This design comes from an exercise in tuning for small area, a short achievable clock period and few clock cycles per item on the open sky130 flow, not from production work.
Where RTL was checked, it was by simulation tests only, not by an equivalence proof against the original.
Power is estimated from default activity; no workload was simulated.

==> job 4641 <==
==> flow/design.v (excerpt) <==
module chirp_radar_ranger (
    input  wire        clk,
    input  wire        rst,
    input  wire        key_valid,
    input  wire [7:0]  key_char,
    input  wire        in_valid,
    output wire        in_ready,
    input  wire [15:0] mic,
    input  wire [31:0] now,
    output reg         out_valid,
    input  wire        out_ready,
    output wire [15:0] out_left,
    output reg         out_last,
    output reg         ev_valid,
    output reg         ev_kind,       
    output reg  [7:0]  ev_char,
    output wire [5:0]  ev_index,
    output reg  [13:0] ev_dist,       
    output wire [27:0] ev_amp
);
    localparam N          = 64;
    localparam R          = 16;
    localparam [23:0] TX_PERIOD_HI = 24'd1;    
    reg        rdy;             
    reg  [5:0] icnt;            
    assign in_ready = rdy;
    wire acc = in_valid && rdy;
    reg        v0;
    reg [15:0] mic0;
    reg [31:0] now0;
    reg        k0v;
    reg  [7:0] k0c;
    reg        key_pend;
    reg  [7:0] key_q;
    reg [31:0] next_tx;
    reg        armed;           
    reg  [5:0] zero_off;
    reg        blk_tx;          
    reg        blk_det;         
    reg        busy;            
    reg        recal_q;         
    reg        warn_q;          
    reg  [3:0] tail;            
    reg        tail_act;        
    reg        rep_v;           
    reg  [6:0] rep_rel;         
    wire first0 = (icnt == 6'd1);
  ...
==> flow/config.mk <==
export PLATFORM = sky130hd
export DESIGN_NAME = chirp_radar_ranger
export DESIGN_NICKNAME = chirp_radar_ranger
export VERILOG_FILES = /design/flow/design.v
export SDC_FILE = /design/flow/constraint.sdc
export NUM_CORES = 4
export LEC_CHECK = 0
export CAP_MARGIN = 20
export CORE_MARGIN = 2
export CORE_UTILIZATION = 40
export CTS_CLUSTER_DIAMETER = 90
export CTS_CLUSTER_SIZE = 30
export SLEW_MARGIN = 20
export SYNTH_HIERARCHICAL = 1
==> flow/constraint.sdc <==
create_clock -name core_clock -period 13.0 [get_ports {clk}]
set_input_delay 2.6000 -clock core_clock [delete_from_list [all_inputs] [get_ports {clk}]]
set_output_delay 2.6000 -clock core_clock [all_outputs]
set_load 0.01 [all_outputs]
standard.sh (not shown) runs the stock make flow with config.mk's settings and CLKGATE_MAP_FILE= SYNTH_SCRIPT=/design/flow/synth_recipe.tcl, a recipe that flattens the netlist after the stock synthesis.
==> flow/flow/run.sh <==
#!/bin/bash
# The standard layout (the standard.sh: the standard synthesis,
# floorplan, placement, CTS, routing) at the design's clock period and
# constraints, with two settings passed on to ORFS:
#  - SETUP_SLACK_MARGIN: the resizer's setup repair aims for this much
#    slack, so it works the paths down towards the period the design can
#    reach rather than stopping once the design's period is met;
#  - BUFFER_PORTS_ARGS: the cell used for the buffer every port gets.
# The make output goes to standard_make.log; ORFS's own logs are kept under
# orfs/logs.
set -euo pipefail
MARGIN=$(cat flow/margin.txt)
PORTBUF=$(cat flow/portbuf.txt)
bash standard.sh "SETUP_SLACK_MARGIN=$MARGIN" "BUFFER_PORTS_ARGS=-buffer_cell $PORTBUF" finish > standard_make.log 2>&1
==> flow/flow/margin.txt <==
9.1
==> flow/flow/portbuf.txt <==
sky130_fd_sc_hd__buf_1
==> job 5651: changes against job 4641 <==
==> flow/flow/portbuf.txt (replaced) <==
sky130_fd_sc_hd__buf_2
- CTS_CLUSTER_DIAMETER: 90 -> 80
- CTS_CLUSTER_SIZE: 30 -> 24
==> results.txt <==
Run status: job 5651 complete, no violations; job 4641 complete, no violations
Proportion of power drawn by combinational gates: job 5651 56.5%; job 4641 56.9%
Critical path's slowest cell: job 5651 sky130_fd_sc_hd__fa_2; job 4641 sky130_fd_sc_hd__edfxtp_1
R2R Path Start: job 5651 u_corr.win[3][14]; job 4641 u_corr.win[2][10]
Fin worst setup slack: job 5651 9.11 ns; job 4641 9.12 ns
Number of global-route vias before repair: job 5651 21.6k; job 4641 21.4k
Share of total power consumed by net switching: job 5651 41.1%; job 4641 41.4%
Flop-to-flop setup slack: job 5651 9.11 ns; job 4641 9.15 ns
Met2 Use GR: job 5651 33.9%; job 4641 32.9%
Total Power Consumption: job 5651 8.98 mW; job 4641 8.86 mW
Initial DRC count: job 5651 1387; job 4641 1554
Final clock skew: job 5651 0.0538 ns; job 4641 0.0549 ns
Global Route Usage Sum: job 5651 19.5%; job 4641 19.5%
Initial antenna violation count: job 5651 5; job 4641 1
Worst Path Class, Setup: job 5651 flip-flop to flip-flop; job 4641 flip-flop to primary output
Routed wire length on met3: job 5651 5.57 mm; job 4641 5.53 mm
Power in the clock group: job 5651 1.42 mW; job 4641 1.34 mW
Endpoint type of the worst setup path: job 5651 flip-flop; job 4641 primary output
HPWL after DPL: job 5651 72.9 mm; job 4641 72.5 mm
Clk tree area frac: job 5651 3.45%; job 4641 3.19%
Detail Route met2 WL: job 5651 44.2 mm; job 4641 43.6 mm
Clock power share: job 5651 15.8%; job 4641 15.1%
Ratio of final minimum period to clock period: job 5651 29.9%; job 4641 29.8%
Mean routed wirelength per cell: job 5651 23.5 µm; job 4641 23.5 µm
Function was not checked in any run of this note: the RTL went through the layout flow alone.

* * *

==> 12-22 <==
Another version of the RTL of chirp_radar_ranger (not shown whole).
Design chirp_radar_ranger, start of the top module:
module chirp_radar_ranger (
    input  wire        clk,
    input  wire        rst,
    input  wire        key_valid,
    input  wire [7:0]  key_char,
    input  wire        in_valid,
    output wire        in_ready,
    input  wire [15:0] mic,
    input  wire [31:0] now,
    output reg         out_valid,
    input  wire        out_ready,
    output wire [15:0] out_left,
    output reg         out_last,
    output reg         ev_valid,
    output reg         ev_kind,       
    output reg  [7:0]  ev_char,
    output wire [5:0]  ev_index,
    output reg  [13:0] ev_dist,       
    output wire [27:0] ev_amp
);
    localparam N          = 64;
    localparam R          = 16;
    localparam [23:0] TX_PERIOD_HI = 24'd1;    
    reg        rdy;             
    reg  [5:0] icnt;            
    assign in_ready = rdy;
    wire acc = in_valid && rdy;
    reg        v0;
    reg [15:0] mic0;
    reg [31:0] now0;
    reg        k0v;
    reg  [7:0] k0c;
    reg        key_pend;
    reg  [7:0] key_q;
    reg [31:0] next_tx;
    reg        nt_set;          
    reg        armed;           
    reg  [5:0] zero_off;
    reg        blk_tx;          
    reg        blk_det;         
    reg        busy;            
    reg        recal_q;         
    reg        warn_q;          
    reg  [3:0] tail;            
    reg        tail_act;        
    reg        rep_v;           
    reg  [6:0] rep_rel;         
    wire first0 = (icnt == 6'd1);
    wire last0  = (icnt == 6'd0);
    wire lagok0 = (icnt >= R) || (icnt == 6'd0);      
    wire step   = v0 && first0;
    wire fired   = !nt_set || (now0 >= next_tx);      
    wire det_now = armed && !fired;
    wire is_r    = (key_q == 8'h72);
    wire       tx_now  = step ? fired : blk_tx;
  ...
==> flow/config.mk <==
export PLATFORM = sky130hd
export DESIGN_NAME = chirp_radar_ranger
export DESIGN_NICKNAME = chirp_radar_ranger
export VERILOG_FILES = /design/flow/design.v
export SDC_FILE = /design/flow/constraint.sdc
export NUM_CORES = 4
export LEC_CHECK = 0
export CAP_MARGIN = 20
export CORE_MARGIN = 2
export CORE_UTILIZATION = 40
export CTS_CLUSTER_DIAMETER = 90
export CTS_CLUSTER_SIZE = 30
export SLEW_MARGIN = 20
export SYNTH_HIERARCHICAL = 1
==> flow/constraint.sdc <==
create_clock -name core_clock -period 13.0 [get_ports {clk}]
set_input_delay 2.6000 -clock core_clock [delete_from_list [all_inputs] [get_ports {clk}]]
set_output_delay 2.6000 -clock core_clock [all_outputs]
set_load 0.01 [all_outputs]
==> flow/flow/portbuf.txt <==
sky130_fd_sc_hd__buf_1
Scripts as last shown in full above: flow/flow/run.sh, flow/flow/margin.txt
==> 09-18: changes against 12-22 <==
- TNS_END_PERCENT: unset -> 5
==> results.txt <==
Of 12-22 and 09-18, 12-22 has the higher cell count (gap 2.0%, measured against 09-18).
Between 09-18 and 12-22, the lower clock skew is in 12-22 (gap 0.011 ns).
In flip-flop and latch count, 12-22 and 09-18 do not differ.
Synthesized cell count is the same in 09-18 and 12-22.
In 12-22 the sequential share of layout area is lower than in 09-18, by 0.72 points.
In 12-22 the non-clock buffer count is higher than in 09-18, by 69.
In clock power, 09-18 and 12-22 hardly differ.
Of 12-22 and 09-18, 12-22 has the higher power (gap 3.2%, measured against 09-18).
Die area is the same in 12-22 and 09-18.
Global-route usage: 12-22 is higher than 09-18 (0.34 points).
Against 09-18, the hold slack of 12-22 is better by 0.0021 ns.
Testbench counts of 12-22, summed over its fixed seeds: cycles 32,776, items 32,768.
Testbench counts of 09-18, summed over its fixed seeds: cycles 32,776, items 32,768.

what the ideal ports hide:
The results above use ideal ports. As a check the final layouts listed here were re-extracted and re-timed, cells and wires unchanged.
Step 1, drivers: a clkbuf_16 drives clk and a buf_2 each remaining input, both assumed.
Step 2 moves the port delays by t, midway between the first and last clock arrival at a register: inputs arrive t later, outputs are due t later. That takes back most of the time a late clock gives input paths.
Three values: no drivers, after step 1, after step 2; two values: the first two.
| run | t (ns) | setup WS [ns] | worst setup path at the end |
|---|---|---|---|
| job 4641 | 0.653 | 9.123 / 9.057 / 8.622 | input to register |
| job 5651 | 0.654 | 9.107 / 9.059 / 8.647 | input to register |
| 12-22 | 0.693 | 9.097 / 9.033 / 8.700 | input to register |
| 09-18 | 0.696 | 8.946 / 8.946 / 8.511 | input to register |
After both steps setup and hold are still met in every run listed. The setup slack of job 4641, which loses most, moves by -0.066 ns with the drivers and by -0.501 ns with both steps.
